Source: an optimization exercise on an open RTL-to-GDS flow (aim: small area, a short achievable clock period and few clock cycles per item). Production flows keep margins and buffers that such runs may drop.
Only simulation tests tie the RTL to the original design; equivalence was not proved.
Power is estimated from default activity; no workload was simulated.

### flow/run.sh
#!/bin/bash
# synth_recipe.tcl (not shown) runs the flow's synth.tcl, then flattens the netlist and writes it again
# the make line also repeats each setting of config.mk as NAME=value (left out here)
make -C /OpenROAD-flow-scripts/flow DESIGN_CONFIG=/design/flow/config.mk WORK_HOME=/design/flow/orfs CLKGATE_MAP_FILE= SYNTH_SCRIPT=/design/flow/synth_recipe.tcl finish
### flow/config.mk
export PLATFORM = sky130hd
export DESIGN_NAME = cbv_encoder
export DESIGN_NICKNAME = cbv_encoder
export VERILOG_FILES = /design/flow/design.v
export SDC_FILE = /design/flow/constraint.sdc
export NUM_CORES = 8
export LEC_CHECK = 0
export CAP_MARGIN = 30
export CORE_MARGIN = 2
export CORE_UTILIZATION = 30
export SETUP_SLACK_MARGIN = 5
export SLEW_MARGIN = 50
### flow/design.v
module cbv_encoder (
    input  wire        clk,
    input  wire        rst,
    input  wire        cfg_we,
    input  wire [3:0]  cfg_idx,
    input  wire [63:0] cfg_value,
    input  wire [15:0] cfg_len,
    input  wire [1:0]  cfg_kind,
    input  wire        start,
    input  wire [31:0] total_bits,
    input  wire [4:0]  alpha_n,
    output reg         src_re,
    output wire [10:0] src_addr,
    input  wire [31:0] src_rdata,
    output wire        busy,
    output reg         done,
    output reg         sym_valid,
    output reg  [3:0]  sym,
    output wire        err,
    output wire [7:0]  err_code,
    output wire [31:0] err_info,
    output wire [31:0] nsym,
    output wire [31:0] total_rank,
    output wire [32:0] stream_bits,
    input  wire [3:0]  usage_sel,
    output wire [31:0] usage_q
);
    localparam NS = 5;                     
    localparam [1:0] S_IDLE = 2'd0;
    localparam [1:0] S_RUN  = 2'd1;
    localparam [1:0] S_JUMP = 2'd3;
    reg [63:0] av [0:15];
    reg [5:0]  al [0:15];
    reg        lg [0:15];
    reg        kb [0:15];
    wire [15:0] cfg_lm1  = cfg_len - 16'd1;
    wire        cfg_long = (cfg_kind != 2'd0) && (cfg_len > 16'd64);
    wire [63:0] cfg_av   = cfg_long            ? {54'd0, cfg_lm1[15:6]} :
                           (cfg_kind == 2'd0)  ? cfg_value :
                           (cfg_kind == 2'd2)  ? 64'hFFFF_FFFF_FFFF_FFFF : 64'd0;
    reg [1:0] state;
    assign busy = (state != S_IDLE);
    always @(posedge clk) begin
        if (cfg_we && !busy) begin
            av[cfg_idx] <= cfg_av;
            al[cfg_idx] <= cfg_lm1[5:0];
            lg[cfg_idx] <= cfg_long;
            kb[cfg_idx] <= cfg_kind[1];
        end
    end
    reg [16:0] total_r;
    reg [4:0]  n_r;
    reg [16:0] cur;             
    reg [3:0]  sb;              
    reg [7:0]  sa;              
    reg [16:0] nsym_r;          
    reg [16:0] rank_r;
    reg        err_r, enm_r;    
    reg [16:0] usage [0:15];
    reg [31:0] wb [0:NS-1];     
    reg [NS-1:0] vb;
    reg [11:0] rp;              
    reg [11:0] rq;              
    reg        rv;              
    reg [11:0] rw;              
    reg [1:0]  qcls;            
    reg [1:0]  rcls;            
    reg [16:0] re;              
    reg        rinf;            
    reg        rbit;            
    reg [9:0]  jl;              
    reg        lhv;             
    reg [3:0]  lhi;             
    reg        lh_ok;           
    reg [4:0]  lp;              
    reg [11:0] cw;              
    reg [11:0] sp;              
    reg [31:0] sx;              
    reg        sxv;
    reg [5:0]  rs;              
    reg [1:0]  rn;              
    reg        rb;              
    reg        sdone;           
    reg        qv, qinf, qb;    
    reg [16:0] qe;              
    assign src_addr    = rq[10:0];
    assign stream_bits = {16'd0, cur};
    assign nsym        = {15'd0, nsym_r};
    assign total_rank  = {15'd0, rank_r};
    assign err         = err_r;
    assign err_code    = {5'd0, err_r, 1'b0, err_r & enm_r};
    assign err_info    = err_r ? {(enm_r ? 15'd0 : nsym_r[14:0]), cur} : 32'd0;
    assign usage_q     = {15'd0, usage[usage_sel]};
    wire [11:0] base = cur[16:5];
    reg [15:0] inuse;
    reg has0, has1;
    integer i, k, a, b;
    always @(*) begin
        has0 = 1'b0;
        has1 = 1'b0;
        for (i = 0; i < 16; i = i + 1) begin
            inuse[i] = (i < n_r);
            if (inuse[i] && lg[i] && !kb[i]) has0 = 1'b1;
            if (inuse[i] && lg[i] &&  kb[i]) has1 = 1'b1;
        end
    end
    wire [11:0] tw    = total_r[16:5];
    wire [31:0] lmask = ~(32'hFFFF_FFFF << total_r[4:0]);
    wire [31:0] rdat  = src_rdata & (rcls[1] ? 32'hFFFF_FFFF : rcls[0] ? lmask : 32'd0);
    wire [11:0] ridx  = rw - base;
    reg [31:0] mw [0:NS-1];
    reg [NS-1:0] mv;
    always @(*) begin
        for (k = 0; k < NS; k = k + 1) begin
            if (rv && ridx == k) begin
                mw[k] = rdat;
                mv[k] = 1'b1;
            end else begin
                mw[k] = wb[k];
                mv[k] = vb[k];
            end
        end
    end
    wire [95:0] buf3  = {wb[2], wb[1], wb[0]};
    reg  [91:0] wt;
    reg  [63:0] w;
    always @(*) begin
        for (k = 0; k < 92; k = k + 1)
            wt[k] = (sb[0] & buf3[k]) | (sb[1] & buf3[k+1]) |
                    (sb[2] & buf3[k+2]) | (sb[3] & buf3[k+3]);
        for (k = 0; k < 64; k = k + 1)
            w[k] = (sa[0] & wt[k])    | (sa[1] & wt[k+4])  |
                   (sa[2] & wt[k+8])  | (sa[3] & wt[k+12]) |
                   (sa[4] & wt[k+16]) | (sa[5] & wt[k+20]) |
                   (sa[6] & wt[k+24]) | (sa[7] & wt[k+28]);
    end
    wire        winok = vb[0] & vb[1] & (vb[2] | (cur[4:0] == 5'd0));
    wire        active = (cur < total_r);
    wire        allb  = (w == 64'd0) || (w == 64'hFFFF_FFFF_FFFF_FFFF);
    wire        rpos  = rinf || (re > cur);             
    reg [15:0] hit;
    reg [63:0] x;
    reg [7:0]  lt, eq, le, G, P;
    reg        fok;
    always @(*) begin
        for (i = 0; i < 16; i = i + 1) begin
            x = ~(w ^ av[i]);
            for (a = 0; a < 8; a = a + 1) begin
                lt[a] = (a < al[i][5:3]);
                eq[a] = (a == al[i][5:3]);
                le[a] = (a <= al[i][2:0]);
            end
            fok = 1'b1;
            for (a = 0; a < 8; a = a + 1) begin
                G[a] = &x[8*a +: 8];
                P[a] = 1'b1;
                for (b = 0; b < 8; b = b + 1)
                    P[a] = P[a] & (x[8*a+b] | !le[b]);
                fok = fok & (!lt[a] | G[a]) & (!eq[a] | P[a]);
            end
            hit[i] = lg[i] ? (lhv && lh_ok && rpos && lhi == i) : (inuse[i] && fok);
        end
    end
    wire any_und = !rpos && allb && (w[0] ? has1 : has0);
    wire lstale  = !lh_ok && rpos && allb && (rbit ? has1 : has0);
    reg [15:0] oh;
    reg [15:0] seen;
    always @(*) begin
        for (i = 0; i < 16; i = i + 1) begin
            seen[i] = (i == 0) ? 1'b0 : (seen[i-1] | hit[i-1]);
            oh[i]   = hit[i] & !seen[i];
        end
    end
    wire any_hit = |hit;
    reg [6:0] offs;     
    reg [9:0] jsel_l;   
    reg       jsel;     
    reg [3:0] ssel;
    always @(*) begin
        offs   = 7'd0;
        jsel_l = 10'd0;
        jsel   = 1'b0;
        ssel   = 4'd0;
        for (i = 0; i < 16; i = i + 1) begin
            offs   = offs   | ({7{oh[i]}} & ({2'd0, cur[4:0]} + {1'b0, al[i]} + 7'd1));
            jsel_l = jsel_l | ({10{oh[i] & lg[i]}} & av[i][9:0]);
            jsel   = jsel   | (oh[i] & lg[i]);
            ssel   = ssel   | ({4{oh[i]}} & i[3:0]);
        end
    end
    wire [1:0]  dsh   = offs[6:5];
    wire [11:0] base1 = base + 12'd1;
    wire [11:0] base2 = base + 12'd2;
    wire [11:0] nbase = dsh[1] ? base2 : dsh[0] ? base1 : base;
    wire dec  = (state == S_RUN) && active && winok && !lstale;
    wire emit = dec && !any_und && any_hit;
    wire qlive = qinf || (qe > cur);
    wire cap   = dec && any_und && qv && qlive;
    wire qpop  = qv && (cap || !qlive);
    wire [11:0] jbase = {cur[16:6] + {1'b0, jl}, cur[5]};
    wire [12:0] jin   = {1'b0, re[16:5]} - {1'b0, jbase};
    wire [2:0]  fq    = rinf ? NS : jin[12] ? 3'd0 : (jin[11:0] >= NS) ? NS : jin[2:0];
    wire        jmp   = (state == S_JUMP);
    wire [16:0] lcur  = jmp ? {jbase[11:1], cur[5:0]} : cur;
    wire [17:0] lrem  = {1'b0, re} - {1'b0, lcur};
    reg  [15:0] lcm, lseen, lcoh;
    reg  [15:0] llen;
    reg  [3:0]  lci;
    always @(*) begin
        llen = 16'd0;
        lci  = 4'd0;
        for (i = 0; i < 16; i = i + 1) begin
            lcm[i]   = inuse[i] && lg[i] && (kb[i] == rbit) && (i >= lp);
            lseen[i] = (i == 0) ? 1'b0 : (lseen[i-1] | lcm[i-1]);
            lcoh[i]  = lcm[i] & !lseen[i];
            llen     = llen | ({16{lcoh[i]}} & {av[i][9:0], al[i]});
            lci      = lci  | ({4{lcoh[i]}} & i[3:0]);
        end
    end
    wire        lcany = |lcm;
    wire        lmore = |(lcm & ~lcoh);      
    wire        lfit  = rinf || (!lrem[17] && lrem[16:0] > {1'b0, llen});
    wire        leval = jmp || (state == S_RUN && !emit && !cap && !lh_ok);
    wire [31:0] sdiff  = sx ^ {32{rb}};
    reg  [4:0]  sctz;
    always @(*) begin
        sctz = 5'd0;
        for (k = 31; k >= 0; k = k - 1)
            if (sdiff[k]) sctz = k[4:0];
    end
    wire [31:0] tdiff  = sx ^ {32{sx[31]}};
    reg  [5:0]  stail;
    always @(*) begin
        stail = 6'd0;
        for (k = 0; k < 32; k = k + 1)
            if (tdiff[k]) stail = k[5:0] + 6'd1;
    end
    wire        snz    = (sdiff != 32'd0);
    wire        slong  = rn[1] || (rn[0] && ({1'b0, sctz} >= rs));
    wire        srel   = rb ? has1 : has0;
    wire        sbeyond = ({cw, 5'd0} >= {1'b0, total_r});
    wire        sfin   = sbeyond && !rb;                      
    wire        srec   = srel && (sfin || (snz && slong));
    wire        sarr   = busy && sxv && !sdone;
    wire        sblock = srec && qv && !qpop;
    wire        sproc  = sarr && !sblock;
    wire [11:0] cw_n   = sproc ? cw + 12'd1 : cw;
    wire [5:0] pcnt;
    assign pcnt = sx[0]+sx[1]+sx[2]+sx[3]+sx[4]+sx[5]+sx[6]+sx[7]+
                  sx[8]+sx[9]+sx[10]+sx[11]+sx[12]+sx[13]+sx[14]+sx[15]+
                  sx[16]+sx[17]+sx[18]+sx[19]+sx[20]+sx[21]+sx[22]+sx[23]+
                  sx[24]+sx[25]+sx[26]+sx[27]+sx[28]+sx[29]+sx[30]+sx[31];
    wire [11:0] rdist = rp - base;
    wire        rlt0  = (rdist < NS);
    wire        rlt1  = (rdist < NS + 1);
    wire        rlt2  = (rdist < NS + 2);
    wire        breq  = (state == S_RUN) && active &&
                        (rlt0 || (emit && !jsel && (dsh[1] ? rlt2 : dsh[0] ? rlt1 : 1'b0)));
    wire [11:0] sp_e  = (sp < cw) ? cw : sp;
    wire        sreq  = busy && !breq && !sdone;
    wire [1:0]  bcls  = (rp < tw) ? 2'd2 : (rp == tw) ? 2'd1 : 2'd0;
    wire [1:0]  scls  = (sp_e < tw) ? 2'd2 : (sp_e == tw) ? 2'd1 : 2'd0;
    wire ovf = (total_bits[31:17] != 15'd0) || (total_bits[16] && total_bits[15:0] != 16'd0);
    wire scomplete = ({cw, 5'd0} >= {1'b0, total_r});
    integer u;
    always @(posedge clk) begin
        rw   <= rq;
        rcls <= qcls;
        sx   <= rdat;
    end
    always @(posedge clk) begin
        if (rst) begin
            state     <= S_IDLE;
            done      <= 1'b0;
            sym_valid <= 1'b0;
            src_re    <= 1'b0;
            rv        <= 1'b0;
            sxv       <= 1'b0;
        end else begin
            done      <= 1'b0;
            sym_valid <= 1'b0;
            rv        <= src_re;
            src_re    <= breq || sreq;
            if (breq) begin
                rq   <= rp;
                qcls <= bcls;
                rp   <= rp + 12'd1;
            end else if (sreq) begin
                rq   <= sp_e;
                qcls <= scls;
                sp   <= sp_e + 12'd1;
            end
            sxv <= rv && (rw == cw_n);
            if (sproc)
                rank_r <= rank_r + {11'd0, pcnt};
            if (qpop) qv <= 1'b0;
            if (sarr && sblock) sp <= cw;
            cw <= cw_n;
            if (sproc) begin
                if (srec) begin
                    qv   <= 1'b1;
                    qinf <= sfin;
                    qe   <= {cw, sctz};
                    qb   <= rb;
                end
                if (sfin)
                    sdone <= 1'b1;
                else if (snz) begin
                    rs <= stail;
                    rn <= 2'd0;
                    rb <= sx[31];
                end else if (!rn[1]) begin
                    rn <= rn + 2'd1;
                end
            end
            for (k = 0; k < NS; k = k + 1) begin
                wb[k] <= mw[k];
                vb[k] <= mv[k];
            end
            if (leval) begin
                if (!lcany || (!lfit && !lmore)) begin
                    lhv   <= 1'b0;
                    lh_ok <= 1'b1;
                end else if (lfit) begin
                    lhv   <= 1'b1;
                    lhi   <= lci;
                    lh_ok <= 1'b1;
                end else begin
                    lh_ok <= 1'b0;
                    lp    <= {1'b0, lci} + 5'd1;
                end
            end else if (cap) begin
                lh_ok <= 1'b0;
                lp    <= 5'd0;
            end else if (emit && jsel) begin
                lh_ok <= 1'b0;
                lp    <= {1'b0, ssel};
            end else if (emit && lhv && lh_ok) begin
                lh_ok <= 1'b0;
                lp    <= {1'b0, lhi};
            end
            if (sym_valid) begin
                nsym_r <= nsym_r + 17'd1;
                for (u = 0; u < 16; u = u + 1)
                    if (sym == u) usage[u] <= usage[u] + 17'd1;
            end
            case (state)
                S_IDLE: begin
                    if (start) begin
                        for (u = 0; u < 16; u = u + 1)
                            usage[u] <= 17'd0;
                        nsym_r  <= 17'd0;
                        rank_r  <= 17'd0;
                        err_r   <= 1'b0;
                        enm_r   <= 1'b0;
                        cur     <= 17'd0;
                        sb      <= 4'b0001;
                        sa      <= 8'b0000_0001;
                        n_r     <= alpha_n;
                        re      <= 17'd0;
                        rinf    <= 1'b0;
                        lhv     <= 1'b0;
                        lh_ok   <= 1'b1;
                        lp      <= 5'd0;
                        vb      <= {NS{1'b0}};
                        cw      <= 12'd0;
                        sp      <= 12'd0;
                        sxv     <= 1'b0;
                        rs      <= 6'd32;
                        rn      <= 2'd0;
                        rb      <= 1'b0;
                        sdone   <= 1'b0;
                        qv      <= 1'b0;
                        total_r <= total_bits[16:0];
                        rq      <= 12'd0;
                        qcls    <= (total_bits[16:5] != 12'd0) ? 2'd2 : 2'd1;
                        rp      <= 12'd1;
                        if (ovf) begin
                            err_r  <= 1'b1;
                            cur    <= total_bits[16:0];
                            nsym_r <= {2'd0, total_bits[31:17]};
                            done   <= 1'b1;
                        end else if (total_bits == 32'd0) begin
                            done   <= 1'b1;
                        end else begin
                            src_re <= 1'b1;
                            state  <= S_RUN;
                        end
                    end
                end
                S_RUN: begin
                    if (!active) begin
                        if (scomplete) begin
                            done  <= 1'b1;
                            state <= S_IDLE;
                        end
                    end else if (cap) begin
                        re   <= qe;
                        rinf <= qinf;
                        rbit <= qb;
                    end else if (dec && !any_und && !any_hit) begin
                        err_r <= 1'b1;
                        enm_r <= 1'b1;
                        done  <= 1'b1;
                        state <= S_IDLE;
                    end else if (emit) begin
                        sym_valid <= 1'b1;
                        sym       <= ssel;
                        cur    <= {nbase, offs[4:0]};
                        for (k = 0; k < 4; k = k + 1) sb[k] <= (offs[1:0] == k);
                        for (k = 0; k < 8; k = k + 1) sa[k] <= (offs[4:2] == k);
                        if (jsel) begin
                            jl    <= jsel_l;
                            vb    <= {NS{1'b0}};
                            state <= S_JUMP;
                        end else begin
                            for (k = 0; k < NS; k = k + 1) begin
                                if (k + dsh < NS) begin
                                    wb[k] <= mw[k + dsh];
                                    vb[k] <= mv[k + dsh];
                                end else begin
                                    vb[k] <= 1'b0;
                                end
                            end
                        end
                    end
                end
                S_JUMP: begin
                    cur[16:6] <= cur[16:6] + {1'b0, jl};
                    for (k = 0; k < NS; k = k + 1) begin
                        wb[k] <= {32{rbit}};
                        vb[k] <= (k < fq);
                    end
                    rp    <= jbase + {9'd0, fq};
                    state <= S_RUN;
                end
                default: state <= S_IDLE;
            endcase
        end
    end
endmodule
### flow/constraint.sdc
create_clock -name core_clock -period 12.0 [get_ports {clk}]
set_input_delay 2.4000 -clock core_clock [delete_from_list [all_inputs] [get_ports {clk}]]
set_output_delay 2.4000 -clock core_clock [all_outputs]
set_load 0.01 [all_outputs]
==> run notes, run 1 <==
routability cong. 1.08; Area Overhead vs Synth 23.2%; Remaining Overflow, GRT 0; global-route wire length before repair 876 mm; total CTS buffers 218; R2R cell count 26; P_leak 52.8 nW; Ports 352; core area 399000 sq um; drt drc 0; Avg Vias per Cell 6.32; period utilisation layout 60.8%; initial antenna violation count 51; dpl cells 17300; PwrDens 116 nW/um^2; Final Hold Vio Count 0; fin. max-slew vios 0; max cap viols 0; clock root cell clkbuf_16; Async SR Flop Fraction 0%; VDD IR max 0.000165 V; die area 405000 sq um; post-synthesis register bit count 1853; Avg Cell Area, Syn 10.1 sq um; Critical R2R Launch sb[3]; status no timing/DRC/antenna violations; worst-path fanout max 37; port bufs 284; met2 wire length 274 mm; Mapped Area 120000 sq um; Yosys cell types 115; yosys warns 4; Min-Delay Path Class flop to flop; vias 115000; Setup Crit Path Kind flop to flop; nets 13300; EDFF count, synth 1800; row count 232; pin count of the biggest net entering global routing 95; DIE HEIGHT 636 microns; fin cells 18200; WP data arrival 7.95 ns; Hold Buf Count CTS 0; met1 wire length 240 mm; met3 routed WL 83.9 mm; crit end category flop; Top Metal Used met5; # setup viols final 0; DRT Wirelength 657 mm; Critical Path Sink wb[0][22]; RSZ-0062 raised after global routing yes; max frequency 137 MHz; Reg2Reg Setup Slack 4.71 ns; most frequent cells in the layout edfxtp_1 (1800), o21ai_0 (853), nor2_1 (806), nand2_1 (683), buf_4 (665); die width 636 microns; fraction of layout cells with a size suffix above 1 16.2%; CTS sink cnt 1853; skew final 0.141 ns; TritonRoute pass-1 iters 14; post-DP HPWL 475 mm; Critical Path Start sb[3]; Worst setup SP type flop; clk slew on worst S/H paths 0.06 ns; slew margin rel. 39.5%; Primary FF master, synth edfxtp_1; setup total negative slack 0 ns; Worst R2R End wb[0][22]; Detailed Route Iter0 Violations 19000; vias in the first global route 104000; min Tclk post-route 7.29 ns; clk buf depth 4; antenna-violating nets left 0; GR Util All Layers 30.8%; CTS tree built; data required time of the worst path 12.66 ns; worst skew pair latency 1.04 ns; H-tree levels 4; worst slew pin tran 0.898 ns; Starting Density 30.1%; register area share after synthesis 46.0%; most common cell after layout, fill and taps aside edfxtp_1; DR WL/cell 36.1 microns; synthesized instance count 11900
power by group:
| group | internal, mW | total (mW) | switching (mW) |
|---|---|---|---|
| combinational | 0.906 | 2.46 | 1.55 |
| clock | 4.13 | 7.23 | 3.11 |
| sequential | 7.27 | 7.52 | 0.244 |
| total | 12.3 | 17.2 | 4.90 |
registers in the layout (all words and copies together), names as in the netlist, 6 cells and up:
register	cells
kb	16
av	1024
rank_r	17
sa	8
al	96
re	17
sp	12
wb	160
usage	272
rq	12
jl	10
nsym_r	17
sx	32
lg	16
rw	12
rs	6
qe	17
cw	12
total_r	17
rp	12
cur	17
how the worst min path moves through the flow:
stage,start,endpoint,cells past startpoint
5_1_grt,rq[11],rw[11],0
3_5_place_dp,rq[11],rw[11],0
3_3_place_gp,rq[11],rw[11],0
2_1_floorplan,qcls[1],rcls[1],0
4_1_cts,rq[11],rw[11],0
6_report,rq[11],rw[11],0
cell usage after synthesis (all sizes together), types with 107 or more instances:
| library cell | count | share of area [%] |
|---|---|---|
| a21boi | 119 | 0.74 |
| ha | 300 | 3.1 |
| a21oi | 600 | 2.5 |
| and2 | 108 | 0.56 |
| and3 | 119 | 0.62 |
| o21ai | 1072 | 4.5 |
| a21o | 115 | 0.72 |
| nand2 | 702 | 2.2 |
| buf | 243 | 1.3 |
| nand3 | 282 | 1.2 |
| xor2 | 532 | 3.9 |
| o22ai | 149 | 0.78 |
| nor2 | 922 | 3.0 |
| nand4 | 317 | 1.7 |
| o221ai | 108 | 0.79 |
| nor3 | 292 | 1.2 |
| mux2i | 158 | 1.3 |
| or3 | 223 | 1.2 |
| a22o | 218 | 1.6 |
| edfxtp | 1800 | 45 |
| nor4 | 168 | 0.91 |
| inv | 352 | 1.1 |
| clkbuf | 435 | 1.4 |
| a22oi | 272 | 1.7 |
| o21a | 117 | 0.73 |
| nor2b | 107 | 0.56 |
| xnor2 | 669 | 4.9 |
| a221oi | 110 | 0.80 |
| nand2b | 113 | 0.59 |
stage by stage:
| stage | utilization [%] | cell area, sq um | total power [mW] | hold WS (ns) | setup slack, ns |
|---|---|---|---|---|---|
| floorplan | - | 120000 | 8.89 | 0.348 | 1.20 |
| global placement | 32.7 | 130000 | 9.79 | 0.384 | 1.73 |
| detailed placement | 33.1 | 132000 | 9.84 | 0.372 | 2.53 |
| CTS | 36.2 | 144000 | 17.1 | 0.397 | 5.00 |
| global route | 37.0 | 148000 | 17.6 | 0.418 | 4.71 |
| finish | 37.1 | 148000 | 17.2 | 0.392 | 4.71 |
layer usage:
metal  vias to the layer above  track usage, %
met5                         -               0
met3                      2241            8.90
met4                        36            21.5
met1                     56300            38.5
li1                      47400               -
met2                      9125            45.5
cells by family after synthesis:
family | Yosys count | synth area share [%]
AND/OR/NAND/NOR | 3653 | 15.7
AO/OA/AOI/OAI | 3613 | 20.1
flip-flops | 1853 | 46.0
XOR/XNOR | 1201 | 8.77
buffers and inverters | 1042 | 3.77
adder cells (fa/ha/maj) | 351 | 3.96
multiplexers | 203 | 1.74
other | 1 | 0.00313
final cells by class:
| cell class | count | area [sq um] |
|---|---|---|
| multi-input combinational | 9091 | 64700 |
| clock inverter | 155 | 1770 |
| antenna | 27 | 67.6 |
| inverter | 364 | 1410 |
| timing repair inverter | 2 | 17.5 |
| fill | 39500 | 251000 |
| sequential | 1853 | 55100 |
| timing repair buffer | 1210 | 12300 |
| tap | 5265 | 6590 |
| clock buffer | 250 | 5700 |
timing repair:
action | 4_1_cts | 5_1_grt
setup endpoints to repair | 328 | 291
pin swaps | 157 | 151
gates cloned | 20 | 18
gates resized for setup | 535 | 453
buffers inserted | 300 | 117
worst max-delay path: stages (launching register included):
cell and delay (ns):
edfxtp_1 0.49, buf_12 0.20, buf_12 0.17, a22o_1 0.30, o21ai_0 0.26, nand4_1 0.22
buf_4 0.28, or3_1 0.35, and2_1 0.20, a311o_1 0.37, nor3_2 0.34, a211oi_1 0.20
nor4_4 0.55, a21boi_1 0.15, buf_4 0.22, and4b_2 0.27, and2_4 0.16, a2111oi_4 0.52
o211a_4 0.35, buf_6 0.14, nand2_8 0.07, buf_12 0.17, buf_4 0.17, buf_16 0.18
o211a_1 0.24, a311oi_1 0.24, o221ai_1 0.13
Testbench counts, summed over its fixed seeds: cycles 44,794, bits 332,171.
==> run 2, diff against run 1 <==
--- a/flow/design.v
+++ b/flow/design.v
@@ -279,7 +279,7 @@
         end else begin
             done      <= 1'b0;
             sym_valid <= 1'b0;
-            rv        <= src_re;
+            rv        <= src_re && busy;      
             src_re    <= breq || sreq;
             if (breq) begin
                 rq   <= rp;
--- a/flow/config.mk
+++ b/flow/config.mk
@@ -7,6 +7,6 @@
 export LEC_CHECK = 0
 export CAP_MARGIN = 30
 export CORE_MARGIN = 2
-export CORE_UTILIZATION = 30
+export CORE_UTILIZATION = 40
 export SETUP_SLACK_MARGIN = 5
 export SLEW_MARGIN = 50
==> run 2 against run 1 <==
Still clean on timing, DRC and antenna. Critical path depth up 2. Hold slack better by 0.012 ns. Sequential share of layout area down 0.67 points. Clock power down 1%. Wire length increased by 13%. Area after synthesis grew 0.49%. Synthesized cell count decreased by 0.12%. First-iteration DRC count grew 8.3%. Core utilization rose by 13 points. Die area shrank 24%. Largest power group unchanged.
==> run notes, run 2 <==
core area 300000 sq um (-25%); RSZ-0062 raised after global routing yes; Post-Synth Simple-Gate Area 15.6% (-0.093 points); Area Overhead vs Synth 24.8%; max cap viols 0 (unchanged); post-synthesis register bit count 1853 (unchanged); CTS sink cnt 1853 (unchanged); antenna-violating nets left 0 (unchanged); DRT Wirelength 740 mm (+13%); worst slack, placed 2.67 ns (+0.142 ns); period utilisation layout 64.1% (+3.4 points); Synth top area share 44.8% (-0.22 points); M1 GR Usage 58.0% (+19 points); Async SR Flop Fraction 0% (unchanged); count leader, synth edfxtp_1; most common cell after layout, fill and taps aside edfxtp_1; drt drc 0 (unchanged); Max stage delay on crit path 0.83 ns (+0.28 ns); setup ws final 4.30 ns (-0.406 ns); initial antenna violation count 97 (+90%); GR peak layer met2; routability cong. 1.12 (+3.4%); post-DP HPWL 542 mm (+14%); crit end category flop; worst slew pin tran 0.931 ns (+0.0332 ns); Critical R2R Launch sb[0]; met3 usage 14.9% (+6.0 points); die area 306000 sq um (-24%); nets 13500 (+1.5%); port bufs 284 (unchanged); Yosys top cell by area edfxtp_1; slew margin rel. 37.8% (-1.7 points); Primary FF master, synth edfxtp_1; max frequency 130 MHz (-5.3%); worst skew pair latency 1.02 ns (-0.02 ns); ranking of synthesized cells by area edfxtp_1 (45%), xnor2_1 (4.9%), o21ai_0 (4.2%); Compound-Gate Fraction of Synth Area 20.6% (+0.46 points); EDFF count, synth 1800 (unchanged); setup total negative slack 0 ns (unchanged); skew final 0.131 ns (-0.00959 ns); Remaining Overflow, GRT 0 (unchanged); total CTS buffers 222 (+1.8%); synthesized instance count 11900 (-0.12%); register area share after synthesis 45.7% (-0.23 points); WP data arrival 8.35 ns (+0.40 ns); Final Hold Vio Count 0 (unchanged); PwrDens 115 nW/um^2 (-1.5%); CP max stage cell nor3b_1; Synth top cells by count edfxtp_1 (1800), o21ai_0 (1022), nor2_1 (818), nand2_1 (735), xnor2_1 (677); Setup Crit Path Kind flop to flop; DR WL/cell 43.2 microns (+20%); Avg Vias per Cell 7.05 (+12%); Critical Path Start sb[0]; largest family of logic cells by synthesized area compound AO/OA/AOI/OAI gates; Detailed Route Iter0 Violations 20600 (+8.3%); die width 553 microns (-13%); Worst setup SP type flop; met2 usage 66.8% (+21 points); pin count of the biggest net entering global routing 105 (+11%); Adder-Cell Fraction of Synth Area 3.92% (-0.034 points); fraction of layout cells with a size suffix above 1 19.6% (+3.4 points); P_leak 54.1 nW (+2.6%); Mapped Area 121000 sq um (+0.49%); H-tree levels 4 (unchanged); largest registers av (1024), usage (272), wb (160); yosys warns 4 (unchanged); fin. max-slew vios 0 (unchanged); GR Util All Layers 46.3% (+15 points); min Tclk post-route 7.70 ns (+0.406 ns); clock root cell clkbuf_16; Reg with most FFs av; Avg Cell Area, Syn 10.1 sq um (+0.61%); clk slew on worst S/H paths 0.06 ns (about the same); data required time of the worst path 12.66 ns (about the same); startpoint of the worst hold path rq[11]; worst-path fanout max 24 (-35%); Reg2Reg Setup Slack 4.30 ns (-0.41 ns); VDD IR max 0.000121 V (-27%); TritonRoute pass-1 iters 10 (-4); most frequent cells in the layout edfxtp_1 (1800), o21ai_0 (768), buf_4 (763), nand2_1 (700), nor2_1 (690); clk buf depth 4 (unchanged); Ports 352 (unchanged); Yosys cell types 113 (-1.7%); vias 121000 (+5.1%); global-route wire length before repair 972 mm (+11%); CTS tree built; DIE HEIGHT 553 microns (-13%); Min-Delay Path Class flop to flop; # setup viols final 0 (unchanged); row count 201 (-13%); Largest register FFs 1024 (unchanged); Hold Worst Slack 0.403 ns (+0.0116 ns); status no timing/DRC/antenna violations; post-synthesis mux area share 2.24% (+0.50 points); vias in the first global route 111000 (+6.5%); Hold Buf Count CTS 0 (unchanged); Starting Density 40.2% (+10 points); Synth Area in XOR/XNOR 8.16% (-0.61 points)
[run 2: cell count changes after synthesis, sizes merged, moves of 21 or more]
cell	previous run	this run
nand2	702	735
nor2	922	837
a22oi	272	247
nor3	292	332
o22a	30	94
a2bb2oi	15	41
mux2i	158	196
a21oi	600	542
a21boi	119	167
mux2	45	66
xor2	532	444
[run 2: path summary, 6_finish.rpt]
path	to	cells past startpoint
worst max-delay path	wb[0][25]	28
worst min-delay path	rw[11]	0
worst max register to register	wb[0][25]	28
worst min register to register	rw[11]	0
[run 2: repair_timing]
item | CTS | global route
gates cloned | 37 | 17
pin swaps | 217 | 210
setup endpoints to repair | 326 | 327
resized for setup | 864 | 470
buffers inserted | 351 | 128
[run 2: layer usage]
| metal | part of all wire [%] | up-vias |
|---|---|---|
| met2 | 41 | 10100 |
| met5 | 0.034 | - |
| met3 | 13 | 2559 |
| li1 | - | 48100 |
| met4 | 9.0 | 38 |
| met1 | 36 | 60100 |
[run 2: final cells by class]
type	count	area (sq um)
multi-input cells	9094	66900
inverters	359	1360
flip-flops and latches	1853	55100
repair buffers	1408	14500
clock inverters	130	1400
clock buffers	278	5970
fillers	27100	149000
well taps	3958	4950
diodes	72	180
[run 2: power breakdown]
part / switching, mW / leakage [nW] / internal [mW]
logic: 1.68 / 31.6 / 0.935
clock network: 3.11 / 3.61 / 4.02
registers: 0.239 / 18.9 / 7.27
[run 2: through the flow]
stage	cell area (sq um)	total power, mW	instances	util (%)
global route	150000	17.6	17100	50.1
finish	150000	17.3	17200	50.2
floorplan	121000	8.90	12000	-
global placement	130000	9.86	16000	43.4
detailed placement	132000	9.93	16100	44.0
CTS	146000	17.1	16900	48.9
[run 2: worst max-delay path: cells and delay by family, from the launching register on]
kind | cells | cell delay, ns
flip-flops | 1 | 0.43
multiplexers | 1 | 0.48
AND/OR/NAND/NOR | 7 | 2.35
buffers and inverters | 10 | 1.63
AO/OA/AOI/OAI | 10 | 2.47
[run 2: kinds of logic (layout without fill, tap and decap cells)]
logic type | Yosys count | count (layout)
multiplexers | 262 | 262
other | 1 | 139
AO/OA/AOI/OAI | 3652 | 3654
buffers and inverters | 1026 | 2175
adder cells (fa/ha/maj) | 349 | 349
flip-flops | 1853 | 1853
XOR/XNOR | 1122 | 1122
AND/OR/NAND/NOR | 3638 | 3640
Testbench counts of run 2, summed over its fixed seeds: cycles 44,794, bits 332,171.
==> run 3, diff against run 2 <==
--- a/flow/config.mk
+++ b/flow/config.mk
@@ -8,5 +8,7 @@
 export CAP_MARGIN = 30
 export CORE_MARGIN = 2
 export CORE_UTILIZATION = 40
+export CTS_CLUSTER_DIAMETER = 100
+export CTS_CLUSTER_SIZE = 20
 export SETUP_SLACK_MARGIN = 5
 export SLEW_MARGIN = 50
==> run 3 against run 2 <==
Final area decreased by 1.7%. Area after synthesis is the same. Final cell count down 0.94%. Sequential cell count unchanged. Die area did not move. Total power decreased by 12%. Clock-buffer cell count shrank 125. Register-to-register slack improved by 0.13 ns. Via count about the same. Clock power is about 30% lower. Sequential power is essentially flat. Critical endpoint is now sp[7]. Largest cell class unchanged.
==> run notes, run 3 <==
Seq pwr share 49.6% (+6.1 points); Worst setup SP type flop; Synth top cells by count edfxtp_1 (1800), o21ai_0 (1022), nor2_1 (818), nand2_1 (735), xnor2_1 (677); post-synthesis register bit count 1853 (unchanged); Int Power 10.5 mW (-14%); initial antenna violation count 90 (-7.2%); Reg2Reg Setup Slack 4.43 ns (+0.13 ns); post-DP HPWL 542 mm (unchanged); Ports 352 (unchanged); worst skew pair latency 0.94 ns (-0.08 ns); slew margin rel. 41.2% (+3.4 points); fraction of layout cells with a size suffix above 1 19.0% (-0.63 points); DR WL/cell 43.6 microns (+0.97%); Mapped Area 121000 sq um (unchanged); CTS sink cnt 1853 (unchanged); die area 306000 sq um (unchanged); vias in the first global route 110000 (-0.69%); ranking of synthesized cells by area edfxtp_1 (45%), xnor2_1 (4.9%), o21ai_0 (4.2%); antenna-violating nets left 0 (unchanged); cell area after layout 148000 sq um (-1.7%); Final Hold Vio Count 0 (unchanged); Comb power frac 17.4% (+2.2 points); Critical Path Sink sp[7]; Largest register FFs 1024 (unchanged); worst-path fanout max 15 (-38%); final core utilization 49.3% (-0.88 points); pin count of the biggest net entering global routing 105 (unchanged); synthesized instance count 11900 (unchanged); DRT Wirelength 740 mm (about the same); VDD IR max 0.000134 V (+11%); core area 300000 sq um (unchanged); fin. max-slew vios 0 (unchanged); largest registers av (1024), usage (272), wb (160); Worst R2R End sp[7]; CTS tree built; die width 553 microns (unchanged); sw frac 30.9% (+1.7 points); RSZ-0062 raised after global routing yes; routability cong. 1.12 (unchanged); H-tree levels 4 (unchanged); Area Overhead vs Synth 22.6%; Critical Path Start al[0][2]; port bufs 284 (unchanged); Yosys cell types 113 (unchanged); Critical R2R Launch al[0][2]; Avg Vias per Cell 7.12 (+0.94%); vias 121000 (-0.0083%); clk buf depth 4 (unchanged); Hold Buf Count CTS 0 (unchanged); yosys warns 4 (unchanged); count leader, synth edfxtp_1; Synth top area share 44.8% (unchanged); GR Util All Layers 46.2% (about the same); setup total negative slack 0 ns (unchanged); worst slew pin tran 0.857 ns (-0.0734 ns); Avg Cell Area, Syn 10.1 sq um (unchanged); clock root cell clkbuf_16; clock network fraction of total power 33.1% (-8.2 points); Primary FF master, synth edfxtp_1; Remaining Overflow, GRT 0 (unchanged); switching pwr 4.67 mW (-7.2%); register area share after synthesis 45.7% (unchanged); status no timing/DRC/antenna violations; skew final 0.0746 ns (-0.0569 ns); clk slew on worst S/H paths 0.09 ns (+0.03 ns); global-route wire length before repair 971 mm (-0.15%); Starting Density 40.2% (unchanged); most common cell after layout, fill and taps aside edfxtp_1; nets 13400 (-0.36%); Min-Delay Path Class flop to flop; Setup Crit Path Kind flop to flop; EDFF count, synth 1800 (unchanged); Async SR Flop Fraction 0% (unchanged); Reg with most FFs av; period utilisation layout 63.0% (-1.1 points); R2R cell count 24 (-14%); PwrDens 102 nW/um^2 (-11%); DIE HEIGHT 553 microns (unchanged); min Tclk post-route 7.57 ns (-0.131 ns); total CTS buffers 135 (-39%); max cap viols 0 (unchanged); # setup viols final 0 (unchanged); row count 201 (unchanged); P_leak 52.9 nW (-2.3%); TritonRoute pass-1 iters 11 (+1); Post-DP Area 132000 sq um (unchanged); Yosys top cell by area edfxtp_1; data required time of the worst path 12.62 ns (-0.04 ns); drt drc 0 (unchanged); crit end category flop; max frequency 132 MHz (+1.7%); Detailed Route Iter0 Violations 21000 (+1.9%); most frequent cells in the layout edfxtp_1 (1800), buf_4 (778), o21ai_0 (767), nand2_1 (703), nor2_1 (698); WP data arrival 8.19 ns (-0.16 ns); Design Power 15.1 mW (-12%); Hold Worst Slack 0.410 ns (+0.00651 ns)
run 3: cell counts after synthesis:
Identical to the previous run, type by type.
run 3: routing by layer:
layer | part of all wire (%) | track usage (%) | vias up
met5 | 0.047 | 0.344 | -
li1 | - | - | 47900
met3 | 13 | 15.0 | 2541
met1 | 36 | 58.0 | 60100
met4 | 9.0 | 32.6 | 34
met2 | 41 | 66.9 | 10300
run 3: stage by stage:
stage,setup WS [ns],instances
after floorplan,0.928,12000
after global placement,1.55,16000
after detailed placement,2.67,16100
after CTS,4.70,16700
after global routing,4.39,16900
final,4.43,17000
run 3: logic make-up (layout without fill, tap and decap cells):
group	Yosys count	in the layout	synth area share (%)
flops	1853	1853	45.7
buf+inv	1026	2008	3.77
xor+xnor	1122	1122	8.16
simple gates	3638	3640	15.6
other cells	1	146	0.00311
mux	262	262	2.24
compound gates	3652	3653	20.6
fa+ha+maj	349	349	3.92
run 3: critical path: stages (launching register included):
cell	delay (ns)
edfxtp_1	0.37
buf_4	0.24
inv_1	0.53
nand2_1	0.66
nor2_1	0.82
nor3_1	0.15
a2111o_1	0.43
o31ai_1	0.32
o2111ai_2	0.25
a22oi_2	0.21
buf_4	0.21
buf_12	0.13
a211oi_4	0.14
a311oi_4	0.53
o221ai_2	0.18
a31o_4	0.29
or4_4	0.59
a21oi_4	0.18
buf_12	0.15
o211ai_4	0.18
buf_8	0.24
buf_12	0.13
buf_16	0.13
nand4_1	0.08
o221ai_2	0.09
run 3: how the worst min path moves through the flow:
stage | start | endpoint | slack [ns] | cells after the start
finish | rq[11] | rw[11] | 0.41 | 0
CTS | rq[11] | rw[11] | 0.40 | 0
detailed placement | rq[11] | rw[11] | 0.37 | 0
global placement | rq[11] | rw[11] | 0.39 | 0
floorplan | qcls[1] | rcls[1] | 0.35 | 0
global route | rq[11] | rw[11] | 0.41 | 0
run 3: cell type report:
cell class	instances	area [sq um]
clock inverters	48	643
fillers	27200	152000
multi-input cells	9093	66900
diodes	79	198
inverters	359	1360
well taps	3958	4950
flip-flops and latches	1853	55100
clock buffers	153	3530
repair buffers	1448	15100
run 3: power by group through the flow:
stage	registers (mW)	logic (mW)	clock network, mW
after floorplan	7.55	1.34	0
after global placement	7.63	2.23	0
after detailed placement	7.63	2.29	0
after CTS	7.48	2.46	4.96
after global routing	7.51	2.75	5.17
final	7.50	2.63	5.00
run 3: timing repair:
item | 4_1_cts | 5_1_grt
gates resized for setup | 912 | 426
setup endpoints to repair | 326 | 300
pin swaps | 222 | 177
gates cloned | 45 | 18
buffers inserted | 367 | 143
==> run 4, diff against run 3 <==
--- a/flow/design.v
+++ b/flow/design.v
@@ -70,6 +70,8 @@
     reg        rbit;            
     reg [9:0]  jl;              
     reg        lhv;             
+    reg [17:0] lhT;             
+    reg        lhm;             
     reg [3:0]  lhi;             
     reg        lh_ok;           
     reg [4:0]  lp;              
@@ -137,7 +139,8 @@
     wire        winok = vb[0] & vb[1] & (vb[2] | (cur[4:0] == 5'd0));
     wire        active = (cur < total_r);
     wire        allb  = (w == 64'd0) || (w == 64'hFFFF_FFFF_FFFF_FFFF);
-    wire        rpos  = rinf || (re > cur);             
+    wire        rpos  = rinf || (re > cur);
+    wire        cfit  = rinf || (!lhT[17] && {1'b0, cur} <= lhT);
     reg [15:0] hit;
     reg [63:0] x;
     reg [7:0]  lt, eq, le, G, P;
@@ -158,11 +161,12 @@
                     P[a] = P[a] & (x[8*a+b] | !le[b]);
                 fok = fok & (!lt[a] | G[a]) & (!eq[a] | P[a]);
             end
-            hit[i] = lg[i] ? (lhv && lh_ok && rpos && lhi == i) : (inuse[i] && fok);
+            hit[i] = lg[i] ? (lhv && lh_ok && cfit && lneed && lhi == i) : (inuse[i] && fok);
         end
     end
     wire any_und = !rpos && allb && (w[0] ? has1 : has0);
-    wire lstale  = !lh_ok && rpos && allb && (rbit ? has1 : has0);
+    wire lneed   = rpos && allb && (w[0] == rbit);
+    wire lstale  = lneed && (!lh_ok || (lhv && !cfit && lhm));
     reg [15:0] oh;
     reg [15:0] seen;
     always @(*) begin
@@ -194,15 +198,11 @@
     wire [11:0] nbase = dsh[1] ? base2 : dsh[0] ? base1 : base;
     wire dec  = (state == S_RUN) && active && winok && !lstale;
     wire emit = dec && !any_und && any_hit;
-    wire qlive = qinf || (qe > cur);
-    wire cap   = dec && any_und && qv && qlive;
-    wire qpop  = qv && (cap || !qlive);
+    wire rload = (state == S_RUN) && qv && !rpos;
+    wire qpop  = rload;
     wire [11:0] jbase = {cur[16:6] + {1'b0, jl}, cur[5]};
     wire [12:0] jin   = {1'b0, re[16:5]} - {1'b0, jbase};
     wire [2:0]  fq    = rinf ? NS : jin[12] ? 3'd0 : (jin[11:0] >= NS) ? NS : jin[2:0];
-    wire        jmp   = (state == S_JUMP);
-    wire [16:0] lcur  = jmp ? {jbase[11:1], cur[5:0]} : cur;
-    wire [17:0] lrem  = {1'b0, re} - {1'b0, lcur};
     reg  [15:0] lcm, lseen, lcoh;
     reg  [15:0] llen;
     reg  [3:0]  lci;
@@ -219,8 +219,8 @@
     end
     wire        lcany = |lcm;
     wire        lmore = |(lcm & ~lcoh);      
-    wire        lfit  = rinf || (!lrem[17] && lrem[16:0] > {1'b0, llen});
-    wire        leval = jmp || (state == S_RUN && !emit && !cap && !lh_ok);
+    wire [17:0] lT    = {1'b0, re} - {2'b0, llen} - 18'd1;    
+    wire        lnext = lh_ok && lstale;                         
     wire [31:0] sdiff  = sx ^ {32{rb}};
     reg  [4:0]  sctz;
     always @(*) begin
@@ -317,27 +317,21 @@
                 wb[k] <= mw[k];
                 vb[k] <= mv[k];
             end
-            if (leval) begin
-                if (!lcany || (!lfit && !lmore)) begin
-                    lhv   <= 1'b0;
-                    lh_ok <= 1'b1;
-                end else if (lfit) begin
-                    lhv   <= 1'b1;
-                    lhi   <= lci;
-                    lh_ok <= 1'b1;
-                end else begin
-                    lh_ok <= 1'b0;
-                    lp    <= {1'b0, lci} + 5'd1;
-                end
-            end else if (cap) begin
+            if (rload) begin
+                re    <= qe;
+                rinf  <= qinf;
+                rbit  <= qb;
                 lh_ok <= 1'b0;
                 lp    <= 5'd0;
-            end else if (emit && jsel) begin
-                lh_ok <= 1'b0;
-                lp    <= {1'b0, ssel};
-            end else if (emit && lhv && lh_ok) begin
+            end else if (lnext) begin
                 lh_ok <= 1'b0;
-                lp    <= {1'b0, lhi};
+                lp    <= {1'b0, lhi} + 5'd1;
+            end else if (busy && !lh_ok) begin
+                lhv   <= lcany;
+                lhi   <= lci;
+                lhT   <= lT;
+                lhm   <= lmore;
+                lh_ok <= 1'b1;
             end
             if (sym_valid) begin
                 nsym_r <= nsym_r + 17'd1;
@@ -394,10 +388,6 @@
                             done  <= 1'b1;
                             state <= S_IDLE;
                         end
-                    end else if (cap) begin
-                        re   <= qe;
-                        rinf <= qinf;
-                        rbit <= qb;
                     end else if (dec && !any_und && !any_hit) begin
                         err_r <= 1'b1;
                         enm_r <= 1'b1;
==> run 4 against run 3 <==
Final area down 0.64%. Worst setup slack better by 0.13 ns. First-iteration DRC count down 9.3%. Total power down 2.0%. Combinational power about the same. Register-to-register slack better by 0.13 ns. Clock power down 6.8%. Fmax up 1.7%.
==> run notes, run 4 <==
switching pwr 4.47 mW (-4.2%); H-tree levels 3 (-1); max cap viols 0 (unchanged); Starting Density 40.2% (about the same); post-DP HPWL 539 mm (-0.56%); worst slack, placed 2.42 ns (-0.250 ns); Yosys top cell by area edfxtp_1; EDFF count, synth 1819 (+1.1%); Seq pwr share 51.0% (+1.4 points); CTS sink cnt 1872 (+1.0%); worst skew pair latency 0.96 ns (+0.02 ns); Synth top cells by count edfxtp_1 (1819), o21ai_0 (933), xnor2_1 (814), nor2_1 (725), nand2_1 (657); yosys warns 4 (unchanged); Largest register FFs 1024 (unchanged); vias 117000 (-2.9%); RSZ-0062 raised after global routing yes; antenna-violating nets left 0 (unchanged); Mapped Area 120000 sq um (-0.17%); DIE HEIGHT 552 microns (about the same); core area 300000 sq um (about the same); TritonRoute pass-1 iters 13 (+2); Setup Crit Path Kind flop to flop; register area share after synthesis 46.3% (+0.55 points); Max stage delay on crit path 0.60 ns (-0.22 ns); global-route wire length before repair 941 mm (-3.1%); DR WL/cell 42.8 microns (-1.9%); Post-DP Area 132000 sq um (-0.26%); CTS tree built; clk slew on worst S/H paths 0.08 ns (about the same); Remaining Overflow, GRT 0 (unchanged); fraction of layout cells with a size suffix above 1 19.2% (+0.20 points); DRT Wirelength 718 mm (-3.0%); worst slew pin tran 0.842 ns (-0.0158 ns); Int Power 10.4 mW (-1.1%); nets 13200 (-1.3%); Yosys cell types 111 (-1.8%); most common cell after layout, fill and taps aside edfxtp_1; Avg Vias per Cell 6.99 (-1.8%); Min-Delay Path Class flop to flop; count leader, synth edfxtp_1; port bufs 284 (unchanged); ranking of synthesized cells by area edfxtp_1 (45%), xnor2_1 (5.9%), o21ai_0 (3.9%); min Tclk post-route 7.44 ns (-0.129 ns); clock root cell clkbuf_16; skew final 0.0456 ns (-0.0290 ns); data required time of the worst path 12.67 ns (+0.05 ns); Comb power frac 17.6% (+0.2 points); CP max stage cell o21ai_0; setup ws final 4.56 ns (+0.129 ns); Ports 352 (unchanged); vias in the first global route 107000 (-2.9%); most frequent cells in the layout edfxtp_1 (1819), buf_4 (878), xnor2_1 (803), o21ai_0 (684), nor2_1 (641); max frequency 134 MHz (+1.7%); worst-path fanout max 13 (-2); GR Util All Layers 44.9% (-1.4 points); CP dominant cell by count buf_4; initial antenna violation count 76 (-16%); drt drc 0 (unchanged); Primary FF master, synth edfxtp_1; Final Hold Vio Count 0 (unchanged); clk buf depth 4 (unchanged); Avg Cell Area, Syn 10.3 sq um (+1.5%); synthesized instance count 11700 (-1.6%); die width 552 microns (about the same); # setup viols final 0 (unchanged); routability cong. 1.11 (-1.1%); crit end category flop; Detailed Route Iter0 Violations 19100 (-9.3%); setup total negative slack 0 ns (unchanged); status no timing/DRC/antenna violations; fin. max-slew vios 0 (unchanged); Async SR Flop Fraction 0% (unchanged); die area 305000 sq um (-0.17%); total CTS buffers 121 (-10%); slew margin rel. 43.6% (+2.4 points); Worst setup SP type flop; WP data arrival 8.11 ns (-0.08 ns); sw frac 30.2% (-0.69 points); PwrDens 101 nW/um^2 (-1.4%); row count 201 (unchanged); cell area after layout 147000 sq um (-0.64%); post-synthesis register bit count 1872 (+1.0%); Synth top area share 45.4% (+0.55 points); VDD IR max 0.000128 V (-4.4%); period utilisation layout 62.0% (-1.1 points); Area Overhead vs Synth 22.0%; P_leak 52.1 nW (-1.5%); Reg with most FFs av; clock network fraction of total power 31.5% (-1.6 points); pin count of the biggest net entering global routing 104 (-0.95%); Hold Buf Count CTS 0 (unchanged); largest registers av (1024), usage (272), wb (160)
==> run 4: cell count changes in the layout (fill, tap and decap cells not counted), sizes merged, moves of 29 or more <==
cell,change
buf,+65
o22ai,+61
nand3,-45
or3,-37
a221oi,-36
a221o,+75
a2bb2oi,-29
o22a,-72
nand2,-77
xnor2,+137
diode,-38
nor2,-67
==> run 4: per-layer routing <==
layer  track usage [%]  part of all wire (%)  vias to the layer above
met1              55.7                    36                    58700
met4              31.6                   8.8                       30
li1                  -                     -                    47200
met3              15.5                    13                     2173
met2              65.0                    41                     9349
met5            0.0938                 0.086                        -
==> run 4: layout make-up <==
| class | count | area (sq um) |
|---|---|---|
| Sequential cell | 1872 | 55700 |
| Timing Repair Buffer | 1503 | 15200 |
| Inverter | 345 | 1310 |
| Clock inverter | 44 | 561 |
| Fill cell | 27100 | 153000 |
| Antenna cell | 41 | 103 |
| Tap cell | 3958 | 4950 |
| Clock buffer | 142 | 3160 |
| Multi-Input combinational cell | 8879 | 65800 |
==> run 4: kinds of logic after synthesis <==
logic type | Yosys count | synth area share (%)
AOI/OAI and AO/OA | 3539 | 19.8
xor gates and xnor gates | 1232 | 8.97
adders and majority gates | 342 | 3.85
buffers and inverters | 1024 | 3.81
DFF | 1872 | 46.3
muxes | 273 | 2.34
other | 1 | 0.00312
and+or+nand+nor | 3424 | 15.0
==> run 4: what timing repair did <==
| item | in CTS | in global routing |
|---|---|---|
| gates resized for setup | 848 | 543 |
| hold endpoints to repair | 0 | 0 |
| setup buffers | 431 | 157 |
| cloned | 21 | 18 |
| pin swaps | 217 | 179 |
| endpoints found under the setup margin | 317 | 266 |
==> run 4: worst max-delay path: cells and delay by family, from the launching register on <==
family | cells | cell delay [ns]
xor gates and xnor gates | 1 | 0.10
DFF | 1 | 0.48
and+or+nand+nor | 7 | 2.06
AOI/OAI and AO/OA | 9 | 2.18
muxes | 1 | 0.22
buffers and inverters | 12 | 2.05
==> run 4: power groups by stage <==
| stage | clock (mW) | combinational, mW | sequential (mW) |
|---|---|---|---|
| 2_1_floorplan | 0 | 1.32 | 7.64 |
| 6_report | 4.66 | 2.61 | 7.56 |
| 3_5_place_dp | 0 | 2.22 | 7.73 |
| 3_3_place_gp | 0 | 2.15 | 7.73 |
| 4_1_cts | 4.64 | 2.43 | 7.54 |
| 5_1_grt | 4.82 | 2.73 | 7.57 |
==> run 4: final timing paths <==
kind           from     end  slack [ns]  depth (start not counted)
max           sb[0]   sp[1]        4.56                         30
max reg2reg   sb[0]   sp[1]        4.56                         30
min reg2reg  rq[11]  rw[11]        0.38                          0
min          rq[11]  rw[11]        0.38                          0
==> run 4: stage by stage <==
step	cells	hold slack [ns]	total power, mW	util [%]
2_1_floorplan	11800	0.348	8.96	-
3_3_place_gp	15900	0.362	9.88	43.4
3_5_place_dp	15900	0.358	9.95	44.0
4_1_cts	16600	0.377	14.6	47.7
5_1_grt	16800	0.388	15.1	49.0
6_report	16800	0.382	14.8	49.0
Testbench counts of run 4, summed over its fixed seeds: cycles 44,331, bits 332,171.
==> run 5, diff against run 4 <==
--- a/flow/config.mk
+++ b/flow/config.mk
@@ -10,5 +10,6 @@
 export CORE_UTILIZATION = 40
 export CTS_CLUSTER_DIAMETER = 100
 export CTS_CLUSTER_SIZE = 20
+export PLACE_DENSITY = 0.7
 export SETUP_SLACK_MARGIN = 5
 export SLEW_MARGIN = 50
==> run 5 against run 4 <==
Sequential power about the same. Combinational power down 2%. Clock-buffer cell count up 1. Via count up 0.49%. Final cell count up 0.14%. Non-clock buffer count up 21. Clock power up 2%. Die area unchanged. Critical path type unchanged. Largest power group unchanged.
==> run notes, run 5 <==
status no timing/DRC/antenna violations; met3 routed WL 99.9 mm (+4.7%); Largest register FFs 1024 (unchanged); Hold Worst Slack 0.409 ns (+0.0273 ns); WP data arrival 8.23 ns (+0.12 ns); count leader, synth edfxtp_1; clk slew on worst S/H paths 0.09 ns (about the same); most frequent cells in the layout edfxtp_1 (1819), buf_4 (873), xnor2_1 (782), o21ai_0 (663), nor2_1 (633); register area share after synthesis 46.3% (unchanged); most common cell after layout, fill and taps aside edfxtp_1; row count 201 (unchanged); nets 13200 (+0.18%); ranking of synthesized cells by area edfxtp_1 (45%), xnor2_1 (5.9%), o21ai_0 (3.9%); Synth top cells by count edfxtp_1 (1819), o21ai_0 (933), xnor2_1 (814), nor2_1 (725), nand2_1 (657); skew final 0.109 ns (+0.0639 ns); Max stage delay on crit path 0.70 ns (+0.10 ns); slew margin rel. 34.2% (-9.4 points); initial antenna violation count 79 (+3.9%); startpoint of the worst hold path qcls[0]; die area 305000 sq um (unchanged); die width 552 microns (unchanged); max cap viols 0 (unchanged); fraction of layout cells with a size suffix above 1 20.8% (+1.6 points); Design Power 14.9 mW (+0.67%); yosys warns 4 (unchanged); Setup Crit Path Kind flop to flop; worst slack, placed 2.53 ns (+0.116 ns); # fillers 27200 (+0.21%); routability cong. 1.12 (+1.4%); Reg with most FFs av; CP dominant cell by count buf_12; Final Hold Vio Count 0 (unchanged); Mapped Area 120000 sq um (unchanged); Critical R2R Launch sb[3]; Yosys cell types 111 (unchanged); Avg Vias per Cell 7.02 (+0.35%); pin count of the biggest net entering global routing 156 (+50%); Detailed Route Iter0 Violations 21100 (+11%); RSZ-0062 raised after global routing yes; Avg Cell Area, Syn 10.3 sq um (unchanged); Starting Density 40.2% (unchanged); period utilisation layout 63.2% (+1.2 points); setup ws final 4.42 ns (-0.145 ns); DR WL/cell 42.4 microns (-0.77%); Min-Delay Path Class flop to flop; final core utilization 49.7% (+0.63 points); H-tree levels 3 (unchanged); vias in the first global route 106000 (-1.1%); delay-heaviest family, CP simple AND/OR/NAND/NOR gates; Synth top area share 45.4% (unchanged); met1 wire length 258 mm (-1.6%); CP max stage cell a2111oi_0; CTS tree built; post-DP HPWL 526 mm (-2.3%); worst slew pin tran 0.973 ns (+0.131 ns); core area 300000 sq um (unchanged); Primary FF master, synth edfxtp_1; DRT Wirelength 713 mm (-0.63%); clock root cell clkbuf_16; Ports 352 (unchanged); EDFF count, synth 1819 (unchanged); Critical Path Start sb[3]; P_leak 52.7 nW (+1.2%); Area Overhead vs Synth 23.6%; total CTS buffers 125 (+3.3%); synthesized instance count 11700 (unchanged); met2 wire length 290 mm (-2.4%); drt drc 0 (unchanged); largest registers av (1024), usage (272), wb (160); fin. max-slew vios 0 (unchanged); data required time of the worst path 12.65 ns (-0.02 ns); DIE HEIGHT 552 microns (unchanged); min Tclk post-route 7.58 ns (+0.145 ns); Top Metal Used met5; antenna-violating nets left 0 (unchanged); Worst setup SP type flop; PwrDens 100 nW/um^2 (-0.61%); TritonRoute pass-1 iters 10 (-3); GR Util All Layers 44.4% (-0.43 points); global-route wire length before repair 933 mm (-0.77%); max frequency 132 MHz (-1.9%); worst path buffer plus inverter count 11 (-1); worst skew pair latency 1.03 ns (+0.07 ns); Yosys top cell by area edfxtp_1; Remaining Overflow, GRT 0 (unchanged); port bufs 284 (unchanged); worst-path fanout max 9 (-4); CTS sink cnt 1872 (unchanged); vias 118000 (+0.49%); # setup viols final 0 (unchanged); post-synthesis register bit count 1872 (unchanged); crit end category flop; setup total negative slack 0 ns (unchanged); VDD IR max 0.000143 V (+11%); clk buf depth 4 (unchanged); Async SR Flop Fraction 0% (unchanged); Hold Buf Count CTS 0 (unchanged)
==> run 5: cell counts after synthesis <==
Identical to the previous run, type by type.
==> run 5: path summary, 6_finish.rpt <==
kind                            slack, ns       end  cells after the start
worst min-delay path                 0.41   rcls[0]                      0
worst min register to register       0.41   rcls[0]                      0
worst max-delay path                 4.42  wb[0][0]                     29
worst max register to register       4.42  wb[0][0]                     29
==> run 5: where the power goes <==
group	leakage (nW)	total [mW]	internal, mW	switching [mW]
combinational	31.7	2.57	0.951	1.61
sequential	19.1	7.59	7.34	0.246
clock	1.90	4.77	2.11	2.66
==> run 5: routing by layer <==
| metal | up-vias | track usage (%) |
|---|---|---|
| met2 | 10100 | 63.4 |
| met5 | - | 0 |
| met4 | 60 | 31.6 |
| met3 | 2523 | 16.6 |
| met1 | 58100 | 55.1 |
| li1 | 47200 | - |
==> run 5: area by class of cell <==
type / instances / area [sq um] / area share [%]
multi-input combinational: 8878 / 67000 / 45.0
tap: 3958 / 4950 / 3.33
clock inverter: 45 / 599 / 0.403
clock buffer: 143 / 3280 / 2.20
timing repair buffer: 1524 / 15800 / 10.6
sequential: 1872 / 55700 / 37.4
antenna: 43 / 108 / 0.0723
inverter: 345 / 1300 / 0.876
==> run 5: cell families after synthesis <==
| kind of cell | after synthesis | share of synthesized area, % |
|---|---|---|
| AO/OA/AOI/OAI | 3539 | 19.8 |
| buffers and inverters | 1024 | 3.81 |
| other | 1 | 0.00312 |
| XOR/XNOR | 1232 | 8.97 |
| multiplexers | 273 | 2.34 |
| adder cells (fa/ha/maj) | 342 | 3.85 |
| AND/OR/NAND/NOR | 3424 | 15.0 |
| flip-flops | 1872 | 46.3 |
==> run 5: what timing repair did <==
| item | 4_1_cts | 5_1_grt |
|---|---|---|
| buffers inserted | 460 | 138 |
| pin swaps | 259 | 296 |
| endpoints found under the setup margin | 316 | 265 |
| gates resized for setup | 955 | 658 |
| cloned | 25 | 25 |
==> run 5: per-stage QoR <==
step | cell area [sq um] | std cells
after CTS | 144000 | 16600
after floorplan | 121000 | 11800
final | 149000 | 16800
after global placement | 130000 | 15900
after global routing | 149000 | 16800
after detailed placement | 132000 | 15900
==> run 6, diff against run 5 <==
--- a/flow/config.mk
+++ b/flow/config.mk
@@ -7,9 +7,8 @@
 export LEC_CHECK = 0
 export CAP_MARGIN = 30
 export CORE_MARGIN = 2
-export CORE_UTILIZATION = 40
+export CORE_UTILIZATION = 35
 export CTS_CLUSTER_DIAMETER = 100
 export CTS_CLUSTER_SIZE = 20
-export PLACE_DENSITY = 0.7
 export SETUP_SLACK_MARGIN = 5
 export SLEW_MARGIN = 50
==> run 6 against run 5 <==
Still clean on timing, DRC and antenna. Clock skew up 0.021 ns. Hold slack better by 0.015 ns. Final area down 0.75%. Critical path depth unchanged. Non-clock buffer count down 24. Largest cell class unchanged. Largest power group unchanged.
==> run notes, run 6 <==
max frequency 136 MHz (+3.1%); initial antenna violation count 76 (-3.8%); die area 348000 sq um (+14%); GR Util All Layers 37.9% (-6.5 points); Async SR Flop Fraction 0% (unchanged); total CTS buffers 123 (-1.6%); clk slew on worst S/H paths 0.10 ns (about the same); Synth top cells by count edfxtp_1 (1819), o21ai_0 (933), xnor2_1 (814), nor2_1 (725), nand2_1 (657); # setup viols final 0 (unchanged); WP data arrival 8.10 ns (-0.13 ns); largest family of logic cells by synthesized area compound AO/OA/AOI/OAI gates; vias in the first global route 103000 (-2.6%); RSZ-0062 raised after global routing yes; VDD IR max 0.000142 V (-0.48%); DRT Wirelength 692 mm (-3.0%); Yosys cell types 111 (unchanged); max cap viols 0 (unchanged); Critical R2R Launch sb[0]; setup total negative slack 0 ns (unchanged); Post-Synth Simple-Gate Area 15.0% (unchanged); ranking of synthesized cells by area edfxtp_1 (45%), xnor2_1 (5.9%), o21ai_0 (3.9%); most frequent cells in the layout edfxtp_1 (1819), buf_4 (895), xnor2_1 (785), o21ai_0 (657), nor2_1 (645); CTS sink cnt 1872 (unchanged); synthesized instance count 11700 (unchanged); dpl cells 16500 (+3.4%); Min-Delay Path Class flop to flop; fin. max-slew vios 0 (unchanged); min Tclk post-route 7.35 ns (-0.226 ns); EDFF count, synth 1819 (unchanged); pin count of the biggest net entering global routing 123 (-21%); fin cells 17400 (+3.3%); antenna-violating nets left 0 (unchanged); Primary FF master, synth edfxtp_1; H-tree levels 3 (unchanged); data required time of the worst path 12.74 ns (+0.09 ns); Ports 352 (unchanged); Starting Density 35.1% (-5.0 points); PwrDens 99.8 nW/um^2 (-0.48%); crit end category flop; port bufs 284 (unchanged); period utilisation layout 61.3% (-1.9 points); hold path depth 0 (unchanged); Setup Crit Path Kind flop to flop; fraction of layout cells with a size suffix above 1 19.6% (-1.1 points); Compound-Gate Fraction of Synth Area 19.8% (unchanged); skew final 0.130 ns (+0.0206 ns); CTS tree built; routability cong. 1.13 (+0.64%); Avg Cell Area, Syn 10.3 sq um (unchanged); yosys warns 4 (unchanged); Synth top area share 45.4% (unchanged); startpoint of the worst hold path rq[4]; post-synthesis register bit count 1872 (unchanged); status no timing/DRC/antenna violations; # fillers 32700 (+21%); row count 215 (+7.0%); DIE HEIGHT 590 microns (+6.9%); Avg Vias per Cell 6.63 (-5.5%); Mapped Area 120000 sq um (unchanged); TritonRoute pass-1 iters 17 (+7); Design Power 14.7 mW (-1.2%); post-synthesis mux area share 2.34% (unchanged); Worst setup SP type flop; drt drc 0 (unchanged); most common cell after layout, fill and taps aside edfxtp_1; clk buf depth 4 (unchanged); CP dominant cell by count buf_6; P_leak 52.1 nW (-1.1%); Detailed Route Iter0 Violations 18600 (-12%); worst hold path endpoint rw[4]; Largest register FFs 1024 (unchanged); register area share after synthesis 46.3% (unchanged); clock root cell clkbuf_16; nets 13200 (-0.20%); largest registers av (1024), usage (272), wb (160); delay-heaviest family, CP compound AO/OA/AOI/OAI gates; count leader, synth edfxtp_1; Hold Buf Count CTS 0 (unchanged); Yosys top cell by area edfxtp_1; R2R cell count 29 (unchanged); worst path buffer plus inverter count 11 (unchanged); Max stage delay on crit path 0.55 ns (-0.15 ns); Reg2Reg Setup Slack 4.65 ns (+0.23 ns); CP max stage cell xor2_1; DR WL/cell 39.9 microns (-6.1%); Worst R2R End rp[10]; vias 115000 (-2.4%); Synth Area in XOR/XNOR 8.97% (unchanged); die width 590 microns (+6.9%); slew margin rel. 39.1% (+4.9 points); Adder-Cell Fraction of Synth Area 3.85% (unchanged); worst slew pin tran 0.907 ns (-0.0658 ns); worst skew pair latency 1.07 ns (+0.04 ns); Final Hold Vio Count 0 (unchanged); global-route wire length before repair 907 mm (-2.8%); Reg with most FFs av; post-DP HPWL 518 mm (-1.7%); worst-path fanout max 23 (+14); core area 342000 sq um (+14%); Area Overhead vs Synth 22.7%; Remaining Overflow, GRT 0 (unchanged)
-- run 6: cell types whose count changed in the layout (fill, tap and decap cells not counted), sizes merged --
cell           previous run  this run
bufinv                    5         4
o2111ai                  30        31
clkinvlp                  1         2
clkdlybuf4s50           277       276
bufbuf                    7         9
dlygate4sd2               1         0
diode                    43        24
clkbuf                  164       154
inv                     358       349
o21ai                  1052      1051
dlymetal6s2s              0         2
clkinv                   26        37
buf                    1218      1196
-- run 6: cells by family after synthesis --
family | Yosys count
other | 1
adders and majority gates | 342
DFF | 1872
muxes | 273
xor gates and xnor gates | 1232
and+or+nand+nor | 3424
AOI/OAI and AO/OA | 3539
buffers and inverters | 1024
-- run 6: worst max-delay path by stage --
stage | start | endpoint | slack [ns] | depth (start not counted)
floorplan | rst | cw[0] | 0.93 | 1
global placement | sb[3] | rp[10] | 1.59 | 25
detailed placement | sb[0] | rp[10] | 2.20 | 27
CTS | sb[0] | wb[0][10] | 4.92 | 27
global route | sb[0] | rp[10] | 4.69 | 31
finish | sb[0] | rp[10] | 4.65 | 29
-- run 6: per-stage QoR --
step	instance area [sq um]	util, %	setup WS (ns)	hold slack (ns)
after floorplan	121000	-	0.927	0.348
after detailed placement	132000	38.5	2.20	0.398
final	148000	43.1	4.65	0.424
after global routing	148000	43.1	4.69	0.423
after global placement	130000	38.0	1.59	0.383
after CTS	144000	41.9	4.92	0.417
-- run 6: worst reg2reg max path: cells and delay by family, from the launching register on --
kind | cells | cell delay (ns)
buf+inv | 11 | 1.95
flops | 1 | 0.45
compound gates | 8 | 2.26
xor+xnor | 1 | 0.55
simple gates | 9 | 1.91
-- run 6: power breakdown --
group | switching [mW] | leakage, nW | internal, mW
clock network | 2.65 | 1.83 | 2.02
logic | 1.57 | 31.2 | 0.918
registers | 0.236 | 19.1 | 7.34
-- run 6: layout make-up --
class                           instances  area (sq um)  share of cell area [%]
Inverter                              345          1310                   0.884
Timing Repair Buffer                 1500         15200                    10.3
Tap cell                             4557          5700                    3.86
Clock buffer                          137          3160                    2.14
Sequential cell                      1872         55700                    37.7
Clock inverter                         47           577                   0.391
Multi-Input combinational cell       8878         65900                    44.7
Antenna cell                           24          60.1                  0.0407
-- run 6: what timing repair did --
| action | in CTS | in global routing |
|---|---|---|
| pin swaps | 252 | 142 |
| gates cloned | 11 | 14 |
| setup buffers | 471 | 184 |
| setup endpoints to repair | 318 | 266 |
| resized for setup | 926 | 486 |
-- run 6: per-layer routing --
metal / track usage (%) / vias to the layer above / routed length (microns)
met1: 47.9 / 57200 / 259000
met5: 0 / - / 349
met4: 24.8 / 50 / 57800
li1: - / 47100 / -
met3: 13.1 / 2043 / 90100
met2: 54.8 / 8760 / 284000

-- what the ideal ports hide --
No port has a modelled driver above. Below, the same layouts with a new extraction and two added sets of constraints.
Step 1 sets driving cells, clkbuf_16 on the clock port and buf_2 on the other inputs (assumed; they add their load-dependent delay and slew).
Step 2 times the ports against the registers' clock, not the clock port: input delays grow and output delays shrink by t, the midpoint of the rising clock arrivals with the driver on.
a / b / c = no drivers / after step 1 / after step 2; a / b = the first two.
| run | shift t [ns] | setup WS [ns] | worst hold slack (ns) | worst slew at a driven data input, ns |
|---|---|---|---|---|
| run 1 | 1.078 | 4.709 / 4.709 / 4.709 | 0.392 / 0.392 / 0.392 | 0.16 |
| run 2 | 1.079 | 4.304 / 4.304 / 4.304 | 0.403 / 0.403 / 0.403 | 0.16 |
| run 3 | 1.016 | 4.435 / 4.435 / 4.435 | 0.410 / 0.410 / 0.410 | 0.17 |
| run 4 | 1.046 | 4.564 / 4.564 / 4.564 | 0.382 / 0.382 / 0.382 | 0.07 |
| run 5 | 1.092 | 4.420 / 4.420 / 4.420 | 0.409 / 0.409 / 0.409 | 0.17 |
| run 6 | 1.108 | 4.645 / 4.645 / 4.645 | 0.424 / 0.424 / 0.424 | 0.16 |
After both steps every run listed still meets setup and hold.
